Context: an optimization exercise on an open-source flow, tuned for small area, a short achievable clock period and few clock cycles. The choices shown serve that exercise and are no tape-out recipe.
At most, simulation tests tie the RTL to the original design; equivalence was not proved.
Power figures rest on the tool's default switching activity, not on a simulated workload.

Design openblt_transport, start of the top module:
module openblt_transport (
    input  wire         clk,
    input  wire         rst,             
    input  wire         cmd_valid,
    output wire         cmd_ready,
    input  wire [15:0]  cmd,
    input  wire [31:0]  arg_len,
    input  wire         dbuf_we,
    input  wire [255:0] dbuf_wdata,      
    output reg  [1:0]   status,
    output wire [31:0]  result,
    output wire [7:0]   pkt_len,
    output wire [255:0] pkt_data,        
    input  wire [31:0]  now_ms,
    input  wire [31:0]  now_tick,
    output reg          pf_rx_req,
    input  wire         pf_rx_valid,
    input  wire [7:0]   pf_rx_data,
    output reg          pf_tx_valid,
    output wire [7:0]   pf_tx_data,
    input  wire         pf_tx_done,
    input  wire         pf_tx_ok,
    output reg          mb_rx_req,
    input  wire         mb_rx_valid,
    input  wire [7:0]   mb_rx_data,
    output reg          mb_tx_valid,
    output reg          mb_tx_last,
    output wire [7:0]   mb_tx_data,
    input  wire         mb_tx_done,
    input  wire         mb_tx_ok,
    output reg          mb_de
);
    localparam [7:0]  NODE_ID       = 8'h01;
    localparam [7:0]  FUNCTION_CODE = 8'h50;
  ...
==> flow/config.mk <==
export PLATFORM = sky130hd
export DESIGN_NAME = openblt_transport
export DESIGN_NICKNAME = openblt_transport
export VERILOG_FILES = /design/flow/design.v
export SDC_FILE = /design/flow/constraint.sdc
export NUM_CORES = 4
export LEC_CHECK = 0
export CAP_MARGIN = 20
export CORE_MARGIN = 2
export CORE_UTILIZATION = 50
export CTS_CLUSTER_DIAMETER = 80
export CTS_CLUSTER_SIZE = 30
export SLEW_MARGIN = 20
==> flow/constraint.sdc <==
create_clock -name core_clock -period 10.0 [get_ports {clk}]
set_input_delay 2.0000 -clock core_clock [delete_from_list [all_inputs] [get_ports {clk}]]
set_output_delay 2.0000 -clock core_clock [all_outputs]
set_load 0.01 [all_outputs]
standard.sh (not shown) runs the stock make flow with config.mk's settings and CLKGATE_MAP_FILE= SYNTH_SCRIPT=/design/flow/synth_recipe.tcl, a recipe that flattens the netlist after the stock synthesis.
==> flow/flow/run.sh <==
#!/bin/bash
set -euo pipefail
export BUFFER_PORTS_ARGS="-buffer_cell sky130_fd_sc_hd__buf_1"
export SETUP_SLACK_MARGIN="${FLOW_SETUP_MARGIN:-6.4}"
bash standard.sh > standard.log 2>&1
The starting point finished with timing, DRC and antenna clean.
Testbench counts at the start, summed over its fixed seeds: cycles 67,156.
==> next run, changes <==
==> flow/flow/run.sh (replaced) <==
#!/bin/bash
set -euo pipefail
export BUFFER_PORTS_ARGS="-buffer_cell sky130_fd_sc_hd__buf_1"
export SETUP_SLACK_MARGIN="${FLOW_SETUP_MARGIN:-6.7}"
bash standard.sh > standard.log 2>&1
--- a/flow/config.mk
+++ b/flow/config.mk
@@ -9,3 +9,3 @@
 export CORE_MARGIN = 2
-export CORE_UTILIZATION = 50
+export CORE_UTILIZATION = 70
 export CTS_CLUSTER_DIAMETER = 80
Utilization rises by 23 points.
Maximum frequency came out higher by 2.8%.
Total power went down by about 1%.
Wire length fell by about 1.8%.
Synthesized cell count is unchanged.
==> next run, changes <==
--- a/flow/config.mk
+++ b/flow/config.mk
@@ -9,3 +9,3 @@
 export CORE_MARGIN = 2
-export CORE_UTILIZATION = 70
+export CORE_UTILIZATION = 60
 export CTS_CLUSTER_DIAMETER = 80
The new run finished clean. Via count came out lower by 3.1%. Power rises by 1.2%. Hold slack hardly moves. Non-clock buffer count does not change. Sequential share of layout area came out lower by 0.35 points. Clock skew came out lower by 0.0055 ns.


Another version of the RTL of openblt_transport (not shown whole).
Size in the first run: roughly 4100 cells after synthesis, roughly 0.053 mm^2 of cells after synthesis.
clock: 10.0 ns
lec_check: 0
cap_margin: 20
core_margin: 2
core_utilization: 50
cts_cluster_diameter: 80
cts_cluster_size: 30
slew_margin: 20
synth_hierarchical: 1
==> flow/flow/run.sh <==
#!/bin/bash
set -euo pipefail
export BUFFER_PORTS_ARGS="-buffer_cell sky130_fd_sc_hd__buf_1"
export SETUP_SLACK_MARGIN="${FLOW_SETUP_MARGIN:-6.4}"
bash standard.sh > standard.log 2>&1
The starting point finished clean.
Change:
--- a/flow/flow/run.sh
+++ b/flow/flow/run.sh
@@ -4 +4 @@
-export SETUP_SLACK_MARGIN="${FLOW_SETUP_MARGIN:-6.4}"
+export SETUP_SLACK_MARGIN="${FLOW_SETUP_MARGIN:-7.2}"
=> The new run completed without violations; worst setup slack is better by 240 ps; first-iteration DRC count rises by 20%; hold slack is better by 24 ps; power rises by 0.72%; wire length rises by 5.3%; cell count rises by 2.7%; clock skew falls by 4.2 ps; fmax rises by 7.2%; critical path depth falls by 1.
Change:
--- a/flow/flow/run.sh
+++ b/flow/flow/run.sh
@@ -4 +4 @@
-export SETUP_SLACK_MARGIN="${FLOW_SETUP_MARGIN:-7.2}"
+export SETUP_SLACK_MARGIN="${FLOW_SETUP_MARGIN:-6.7}"
Design area shrinks by 7.0%.
Total power came out lower by 0.83%.
Via count drops by 2.2%.
Non-clock buffer count shrinks by 122.
Sequential share of layout area grows by 3.7 points.
Area after synthesis stays the same.
Clock power falls by about 2%.
Global-route usage falls by 1.3 points.
Synthesized cell count stays the same.
Worst setup slack gets worse by 40 ps.
No functional check of the RTL was part of any run of this note.


Setup of v18:
openblt_transport with an RTL version that a note above also has.
Size in the first run: about 720 I/O pins, about 0.051 mm^2 of cells after synthesis.
export LEC_CHECK = 0
export CAP_MARGIN = 20
export CORE_MARGIN = 2
export CORE_UTILIZATION = 60
export CTS_CLUSTER_DIAMETER = 80
export CTS_CLUSTER_SIZE = 30
export SLEW_MARGIN = 20
create_clock -name core_clock -period 10.0 [get_ports {clk}]
==> flow/flow/run.sh <==
#!/bin/bash
set -euo pipefail
export BUFFER_PORTS_ARGS="-buffer_cell sky130_fd_sc_hd__buf_1"
export SETUP_SLACK_MARGIN="${FLOW_SETUP_MARGIN:-6.9}"
bash standard.sh > standard.log 2>&1
Testbench counts of v18, summed over its fixed seeds: cycles 67,156.
Input-level comparison between v16 and v18:
Settings: changing CORE_UTILIZATION from 60 to 50.
==> flow/flow/run.sh <==
#!/bin/bash
set -euo pipefail
export BUFFER_PORTS_ARGS="-buffer_cell sky130_fd_sc_hd__buf_1"
export SETUP_SLACK_MARGIN="${FLOW_SETUP_MARGIN:-7.2}"
bash standard.sh > standard.log 2>&1
--- outcome ---
- Looking at depth of the most critical reg-to-reg path, v16 sits above v18.
- Reported for v16 and v18, count of port buffers added during placement turned out identical to the last digit.
- Cmp v16 vs v18: register-to-register setup slack higher in v16
- From v18 to v16 the numbers moved as follows: power went up about 2.8%, signal arrival time at the worst endpoint went up 50 ps.
- On number of multi-input combinational cells in the layout, v16 and v18 are basically level.
The following lists how v19 was set up differently from v16:
==> flow/flow/run.sh <==
#!/bin/bash
set -euo pipefail
export BUFFER_PORTS_ARGS="-buffer_cell sky130_fd_sc_hd__buf_1"
export SETUP_SLACK_MARGIN="${FLOW_SETUP_MARGIN:-6.7}"
bash standard.sh > standard.log 2>&1
- v19 ends up with higher fraction of area in multi-input gates than v16 does.
- v19 vs v16: number of buffers other than clock buffers in the final layout down
- Compare v19 and v16 | worst setup slack after layout higher: v19
- Looking at the reports, v19 completed the entire flow and the layout it produced met the timing, design-rule and antenna checks.
- Of v19 and v16, v16 shows the higher register-to-register slack, with v19 below it.
- [compare] base=v16 new=v19: sequential standard cell area has decreased; first-iteration DRC count has decreased; global-route wire length before repair has decreased.
- Delta (v19 minus v16): peak supply drop dropped about 5%, remaining number of nets flagged by the antenna check after routing barely changed, highest clock frequency the design can meet climbed 0.37%.
- Number of multi-input logic gates: v16 vs v19, no meaningful difference

## port drivers added, routing unchanged
The results above use ideal ports. As a check the final layouts listed here were re-extracted and re-timed, cells and wires unchanged.
Step 1 assumes that a clkbuf_16 drives the clock port and a buf_2 every other input.
Step 2 times the ports against the registers' clock, not the clock port: input delays grow and output delays shrink by t, the midpoint of the rising clock arrivals with the driver on.
Slacks: ideal ports / drivers / drivers and shift; pairs: ideal ports / drivers.
run | shift t [ns] | setup slack, ns | worst setup path after step 2 | worst register clock-pin slew, ns | worst slew at a driven data input, ns
the first run of note 1 | 0.753 | 6.471 / 6.432 / 5.738 | input to register | 0.12 / 0.12 | 0.14
the second run of note 1 | 0.738 | 6.568 / 6.576 / 5.837 | input to register | 0.12 / 0.12 | 0.19
the third run of note 1 | 0.728 | 6.634 / 6.570 / 5.975 | input to register | 0.12 / 0.12 | 0.13
the first run of note 2 | 0.778 | 6.489 / 6.463 / 5.689 | input to register | 0.12 / 0.12 | 0.13
the second run of note 2 | 0.772 | 6.724 / 6.651 / 6.093 | input to register | 0.12 / 0.12 | 0.14
the third run of note 2 | 0.785 | 6.684 / 6.654 / 5.961 | input to register | 0.12 / 0.12 | 0.15
v18 | 0.710 | 6.645 / 6.577 / 5.979 | input to register | 0.12 / 0.12 | 0.12
v16 | 0.778 | 6.605 / 6.544 / 5.889 | input to register | 0.12 / 0.12 | 0.13
v19 | 0.750 | 6.617 / 6.553 / 5.947 | input to register | 0.12 / 0.12 | 0.12
After both steps setup and hold are still met in every run listed. The setup slack of the first run of note 2, which loses most, moves by -0.026 ns with the drivers and by -0.800 ns with both steps.
